This is an optimization exercise on Yosys and OpenROAD, whose aim is small area, not a production implementation. Where RTL was checked, it was by simulation tests only, not by an equivalence proof against the original.

==> inputs of run K <==
## ycc_to_rgb
module ycc_to_rgb (
    input  wire        clk,
    input  wire        rst,           
    input  wire        in_valid,
    input  wire        in_mode,       
    input  wire [2:0]  in_cll,        
    input  wire [15:0] in_e0,         
    input  wire [15:0] in_e1,         
    input  wire [15:0] in_e2,         
    output reg         out_valid,
    output wire [31:0] out_pixel      
);
clock: 10.0 ns
lec_check: 0
cap_margin: 20
core_margin: 2
core_utilization: 40
slew_margin: 20
synth_hierarchical: 1
synth_minimum_keep_size: 0
standard.sh (not shown) runs the stock make flow with config.mk's settings and CLKGATE_MAP_FILE= SYNTH_SCRIPT=/design/flow/synth_recipe.tcl, a recipe that flattens the netlist after the stock synthesis.
==> flow/flow/run.sh <==
#!/bin/bash
# The standard layout, with the port buffers made from sky130_fd_sc_hd__buf_2 cells.
set -euo pipefail
bash standard.sh BUFFER_PORTS_ARGS="-buffer_cell sky130_fd_sc_hd__buf_2" finish > standard_flow.log 2>&1
==> run M (differences from run K) <==
--- a/flow/design.v
+++ b/flow/design.v
@@ -267,43 +267,44 @@
   fa u_r1s221 (yy[5], co[5], cg_n[5], r1s221, r1c222);
   wire r1s223, r1c224;
   fa u_r1s223 (yy[6], co[6], cg_n[6], r1s223, r1c224);
   wire r1s225, r1c226;
   fa u_r1s225 (yy[7], co[7], cg_n[7], r1s225, r1c226);
   wire r_ci = r_cy[21] | in_mode;
   wire r_a0 = in_mode ? r1s211 : rc188;
+  wire r_a1 = in_mode ? r1s213 : rc190;
+  wire r_a2 = in_mode ? r1s215 : rc192;
+  wire r_a3 = in_mode ? r1s217 : rc194;
+  wire r_a4 = in_mode ? r1s219 : rc196;
+  wire r_a5 = in_mode ? r1s221 : rc198;
+  wire r_a6 = in_mode ? r1s223 : rc200;
+  wire r_a7 = in_mode ? r1s225 : rc202;
   wire r_b0 = rs189 & ~in_mode;
+  wire r_b1 = in_mode ? r1c212 : rs191;
+  wire r_b2 = in_mode ? r1c214 : rs193;
+  wire r_b3 = in_mode ? r1c216 : rs195;
+  wire r_b4 = in_mode ? r1c218 : rs197;
+  wire r_b5 = in_mode ? r1c220 : rs199;
+  wire r_b6 = in_mode ? r1c222 : rs201;
+  wire r_b7 = in_mode ? r1c224 : rs203;
   wire rs227, rc228;
   fa u_rs227 (r_a0, r_b0, r_ci, rs227, rc228);
-  wire r_a1 = in_mode ? r1s213 : rc190;
-  wire r_b1 = in_mode ? r1c212 : rs191;
   wire rs229, rc230;
   fa u_rs229 (r_a1, r_b1, rc228, rs229, rc230);
-  wire r_a2 = in_mode ? r1s215 : rc192;
-  wire r_b2 = in_mode ? r1c214 : rs193;
   wire rs231, rc232;
   fa u_rs231 (r_a2, r_b2, rc230, rs231, rc232);
-  wire r_a3 = in_mode ? r1s217 : rc194;
-  wire r_b3 = in_mode ? r1c216 : rs195;
   wire rs233, rc234;
   fa u_rs233 (r_a3, r_b3, rc232, rs233, rc234);
-  wire r_a4 = in_mode ? r1s219 : rc196;
-  wire r_b4 = in_mode ? r1c218 : rs197;
+  wire r_sk0 = ((r_a3 & r_b3) | ((r_a3 | r_b3) & ((r_a2 & r_b2) | ((r_a2 | r_b2) & ((r_a1 & r_b1) | ((r_a1 | r_b1) & (r_a0 & r_b0))))))) | ((r_a0 | r_b0) & (r_a1 | r_b1) & (r_a2 | r_b2) & (r_a3 | r_b3) & r_ci);
   wire rs235, rc236;
-  fa u_rs235 (r_a4, r_b4, rc234, rs235, rc236);
-  wire r_a5 = in_mode ? r1s221 : rc198;
-  wire r_b5 = in_mode ? r1c220 : rs199;
+  fa u_rs235 (r_a4, r_b4, r_sk0, rs235, rc236);
   wire rs237, rc238;
   fa u_rs237 (r_a5, r_b5, rc236, rs237, rc238);
-  wire r_a6 = in_mode ? r1s223 : rc200;
-  wire r_b6 = in_mode ? r1c222 : rs201;
   wire rs239, rc240;
   fa u_rs239 (r_a6, r_b6, rc238, rs239, rc240);
-  wire r_a7 = in_mode ? r1s225 : rc202;
-  wire r_b7 = in_mode ? r1c224 : rs203;
   wire rs241, rc242;
   fa u_rs241 (r_a7, r_b7, rc240, rs241, rc242);
   wire [7:0] r_m = {rs241, rs239, rs237, rs235, rs233, rs231, rs229, rs227};
   wire rs243, rc244;
   ha u_rs243 (rc204, rs205, rs243, rc244);
   wire rs245, rc246;
   fa u_rs245 (rc206, rs207, rc244, rs245, rc246);
@@ -622,43 +623,44 @@
   wire g_P16 = (gc500 | gs501) & (gc502 | gs503) & (gc504 | gs505) & (gc506 | gs507);
   assign g_cy[20] = g_G16 | (g_P16 & g_cy[16]);
   wire g_G20 = (gc508 & gs509);
   wire g_P20 = (gc508 | gs509);
   assign g_cy[21] = g_G20 | (g_P20 & g_cy[20]);
   wire g_ci = g_cy[21] & ~in_mode;
   wire g_a0 = in_mode ? yy[0] : gc510;
+  wire g_a1 = in_mode ? yy[1] : gc512;
+  wire g_a2 = in_mode ? yy[2] : gc514;
+  wire g_a3 = in_mode ? yy[3] : gc516;
+  wire g_a4 = in_mode ? yy[4] : gc518;
+  wire g_a5 = in_mode ? yy[5] : gc520;
+  wire g_a6 = in_mode ? yy[6] : gc522;
+  wire g_a7 = in_mode ? yy[7] : gc524;
   wire g_b0 = in_mode ? cg[0] : gs511;
+  wire g_b1 = in_mode ? cg[1] : gs513;
+  wire g_b2 = in_mode ? cg[2] : gs515;
+  wire g_b3 = in_mode ? cg[3] : gs517;
+  wire g_b4 = in_mode ? cg[4] : gs519;
+  wire g_b5 = in_mode ? cg[5] : gs521;
+  wire g_b6 = in_mode ? cg[6] : gs523;
+  wire g_b7 = in_mode ? cg[7] : gs525;
   wire gs533, gc534;
   fa u_gs533 (g_a0, g_b0, g_ci, gs533, gc534);
-  wire g_a1 = in_mode ? yy[1] : gc512;
-  wire g_b1 = in_mode ? cg[1] : gs513;
   wire gs535, gc536;
   fa u_gs535 (g_a1, g_b1, gc534, gs535, gc536);
-  wire g_a2 = in_mode ? yy[2] : gc514;
-  wire g_b2 = in_mode ? cg[2] : gs515;
   wire gs537, gc538;
   fa u_gs537 (g_a2, g_b2, gc536, gs537, gc538);
-  wire g_a3 = in_mode ? yy[3] : gc516;
-  wire g_b3 = in_mode ? cg[3] : gs517;
   wire gs539, gc540;
   fa u_gs539 (g_a3, g_b3, gc538, gs539, gc540);
-  wire g_a4 = in_mode ? yy[4] : gc518;
-  wire g_b4 = in_mode ? cg[4] : gs519;
+  wire g_sk0 = ((g_a3 & g_b3) | ((g_a3 | g_b3) & ((g_a2 & g_b2) | ((g_a2 | g_b2) & ((g_a1 & g_b1) | ((g_a1 | g_b1) & (g_a0 & g_b0))))))) | ((g_a0 | g_b0) & (g_a1 | g_b1) & (g_a2 | g_b2) & (g_a3 | g_b3) & g_ci);
   wire gs541, gc542;
-  fa u_gs541 (g_a4, g_b4, gc540, gs541, gc542);
-  wire g_a5 = in_mode ? yy[5] : gc520;
-  wire g_b5 = in_mode ? cg[5] : gs521;
+  fa u_gs541 (g_a4, g_b4, g_sk0, gs541, gc542);
   wire gs543, gc544;
   fa u_gs543 (g_a5, g_b5, gc542, gs543, gc544);
-  wire g_a6 = in_mode ? yy[6] : gc522;
-  wire g_b6 = in_mode ? cg[6] : gs523;
   wire gs545, gc546;
   fa u_gs545 (g_a6, g_b6, gc544, gs545, gc546);
-  wire g_a7 = in_mode ? yy[7] : gc524;
-  wire g_b7 = in_mode ? cg[7] : gs525;
   wire gs547, gc548;
   fa u_gs547 (g_a7, g_b7, gc546, gs547, gc548);
   wire [7:0] g_m = {gs547, gs545, gs543, gs541, gs539, gs537, gs535, gs533};
   wire gs549, gc550;
   ha u_gs549 (gc526, gs527, gs549, gc550);
   wire gs551, gc552;
   fa u_gs551 (gc528, gs529, gc550, gs551, gc552);
@@ -852,43 +854,44 @@
   fa u_b1s712 (yy[5], co_n[5], cg_n[5], b1s712, b1c713);
   wire b1s714, b1c715;
   fa u_b1s714 (yy[6], co_n[6], cg_n[6], b1s714, b1c715);
   wire b1s716, b1c717;
   fa u_b1s716 (yy[7], co_n[7], cg_n[7], b1s716, b1c717);
   wire b_ci = b_cy[21] | in_mode;
   wire b_a0 = in_mode ? b1s702 : bc679;
+  wire b_a1 = in_mode ? b1s704 : bc681;
+  wire b_a2 = in_mode ? b1s706 : bc683;
+  wire b_a3 = in_mode ? b1s708 : bc685;
+  wire b_a4 = in_mode ? b1s710 : bc687;
+  wire b_a5 = in_mode ? b1s712 : bc689;
+  wire b_a6 = in_mode ? b1s714 : bc691;
+  wire b_a7 = in_mode ? b1s716 : bc693;
   wire b_b0 = bs680 | in_mode;
+  wire b_b1 = in_mode ? b1c703 : bs682;
+  wire b_b2 = in_mode ? b1c705 : bs684;
+  wire b_b3 = in_mode ? b1c707 : bs686;
+  wire b_b4 = in_mode ? b1c709 : bs688;
+  wire b_b5 = in_mode ? b1c711 : bs690;
+  wire b_b6 = in_mode ? b1c713 : bs692;
+  wire b_b7 = in_mode ? b1c715 : bs694;
   wire bs718, bc719;
   fa u_bs718 (b_a0, b_b0, b_ci, bs718, bc719);
-  wire b_a1 = in_mode ? b1s704 : bc681;
-  wire b_b1 = in_mode ? b1c703 : bs682;
   wire bs720, bc721;
   fa u_bs720 (b_a1, b_b1, bc719, bs720, bc721);
-  wire b_a2 = in_mode ? b1s706 : bc683;
-  wire b_b2 = in_mode ? b1c705 : bs684;
   wire bs722, bc723;
   fa u_bs722 (b_a2, b_b2, bc721, bs722, bc723);
-  wire b_a3 = in_mode ? b1s708 : bc685;
-  wire b_b3 = in_mode ? b1c707 : bs686;
   wire bs724, bc725;
   fa u_bs724 (b_a3, b_b3, bc723, bs724, bc725);
-  wire b_a4 = in_mode ? b1s710 : bc687;
-  wire b_b4 = in_mode ? b1c709 : bs688;
+  wire b_sk0 = ((b_a3 & b_b3) | ((b_a3 | b_b3) & ((b_a2 & b_b2) | ((b_a2 | b_b2) & ((b_a1 & b_b1) | ((b_a1 | b_b1) & (b_a0 & b_b0))))))) | ((b_a0 | b_b0) & (b_a1 | b_b1) & (b_a2 | b_b2) & (b_a3 | b_b3) & b_ci);
   wire bs726, bc727;
-  fa u_bs726 (b_a4, b_b4, bc725, bs726, bc727);
-  wire b_a5 = in_mode ? b1s712 : bc689;
-  wire b_b5 = in_mode ? b1c711 : bs690;
+  fa u_bs726 (b_a4, b_b4, b_sk0, bs726, bc727);
   wire bs728, bc729;
   fa u_bs728 (b_a5, b_b5, bc727, bs728, bc729);
-  wire b_a6 = in_mode ? b1s714 : bc691;
-  wire b_b6 = in_mode ? b1c713 : bs692;
   wire bs730, bc731;
   fa u_bs730 (b_a6, b_b6, bc729, bs730, bc731);
-  wire b_a7 = in_mode ? b1s716 : bc693;
-  wire b_b7 = in_mode ? b1c715 : bs694;
   wire bs732, bc733;
   fa u_bs732 (b_a7, b_b7, bc731, bs732, bc733);
   wire [7:0] b_m = {bs732, bs730, bs728, bs726, bs724, bs722, bs720, bs718};
   wire bs734, bc735;
   ha u_bs734 (bc695, bs696, bs734, bc735);
   wire bs736, bc737;
   fa u_bs736 (bc697, bs698, bc735, bs736, bc737);
@@ -919,11 +922,14 @@
 module fa (input wire a, input wire b, input wire c, output wire s, output wire co);
   assign s  = a ^ b ^ c;
   assign co = (a & b) | (a & c) | (b & c);
 endmodule
 module xr (input wire a, input wire b, output wire s);
   assign s = a ^ b;
 endmodule
+module maj (input wire a, input wire b, input wire c, output wire co);
+  assign co = (a & b) | (a & c) | (b & c);
+endmodule
 module ha (input wire a, input wire b, output wire s, output wire co);
   assign s  = a ^ b;
   assign co = a & b;
 endmodule
==> flow/flow/run.sh (replaced) <==
#!/bin/bash
# The standard layout with two changes:
#  - the synthesis is the standard flow's (synth_recipe.tcl), except that its final ABC
#    mapping uses flow/abc_map.script (area-oriented mapping) instead of ORFS's
#    speed script;
#  - the port buffers are sky130_fd_sc_hd__buf_2 cells.
set -euo pipefail
here=$(pwd)
{
  echo "# synth_recipe.tcl, with the final ABC mapping done by $here/flow/abc_map.script"
  echo "proc abc {args} {"
  echo "  set i [lsearch -exact \$args -script]"
  echo "  if {\$i >= 0} { lset args [expr {\$i + 1}] $here/flow/abc_map.script }"
  echo "  yosys abc {*}\$args"
  echo "}"
  cat "$here/synth_recipe.tcl"
} > "$here/synth_area.tcl"
bash standard.sh SYNTH_SCRIPT="$here/synth_area.tcl" \
  BUFFER_PORTS_ARGS="-buffer_cell sky130_fd_sc_hd__buf_2" finish > standard_flow.log 2>&1
==> flow/flow/abc_map.script (new file) <==
strash
dch
amap
topo
stime -c
==> flow/config.mk (replaced) <==
export PLATFORM = sky130hd
export DESIGN_NAME = ycc_to_rgb
export DESIGN_NICKNAME = ycc_to_rgb
export VERILOG_FILES = /design/flow/design.v
export SDC_FILE = /design/flow/constraint.sdc
export NUM_CORES = 4
export LEC_CHECK = 0
export CAP_MARGIN = 20
export CORE_MARGIN = 2
export CORE_UTILIZATION = 65
export PLACE_DENSITY = 0.75
export SLEW_MARGIN = 20
export SYNTH_HIERARCHICAL = 1
export SYNTH_MINIMUM_KEEP_SIZE = 0
==> results.toml <==
[routing]
routed_wl_um = 30000
wl_met1_um = 10700

[global_routing]
grt_pass1_vias = 8364
gr-usage-met2_pct = 62.3

[finish]
buffers = 87
layout_common_cells = "fa_1 (331), clkinv_1 (99), buf_2 (79)"

[power_and_ir_drop]
p_leak_nw = 4.04
power.density_mw_per_mm2 = 186
p_switching_w = 0.00102
internal_power_w = 0.000941
power_w = 0.00196

[setup_path]
critPathArrivalTime_ns = 9.69
crit_fanout = 9

[run_status]
run_status = "finished clean"

[floorplan]
initial_core_util_pct = 66.8
# the run above: run M

==> results.toml <==
[run_status]
run_status = "finished clean"

[timing]
max_freq_mhz = 104
setup_viol = 0

[setup_path]
max_stage_delay_ns = 0.68
crit_fanout = 8

[power_and_ir_drop]
internal_power_w = 0.000951
p_switching_w = 0.000947
power.density_mw_per_mm2 = 168
power_w = 0.00190

[finish]
buffers = 141
layout_common_cells = "fa_1 (330), buf_2 (79), inv_1 (69)"

[floorplan]
rows = 57
initial_core_util_pct = 41.0

[routing]
routed_wl_um = 30400
wl_met1_um = 12100
# the run above: run K

No functional check of the RTL was part of run K.

-- static timing again, ports no longer ideal --
The results above use ideal ports. As a check the final layouts listed here were re-extracted and re-timed, cells and wires unchanged.
Step 1: set_driving_cell puts a clkbuf_16 on clk and a buf_2 on each other input, an assumption about the parent block.
Step 2 times the ports against the registers' clock, not the clock port: input delays grow and output delays shrink by t, the midpoint of the rising clock arrivals with the driver on.
a / b / c = ideal ports / drivers / drivers and shift; a / b = the first two.
run	t, ns	setup WS [ns]	worst setup path at the end	worst data-port slew with drivers (ns)	cell pins on the clock port's net
run K	0.317	0.394 / 0.406 / 0.089	input to register	0.06	1
run M	0.291	0.478 / 0.486 / 0.195	input to register	0.05	1
After both steps every run listed still meets setup and hold. For run K, which loses most, drivers alone change the setup slack by +0.012 ns; drivers and shift together by -0.305 ns.
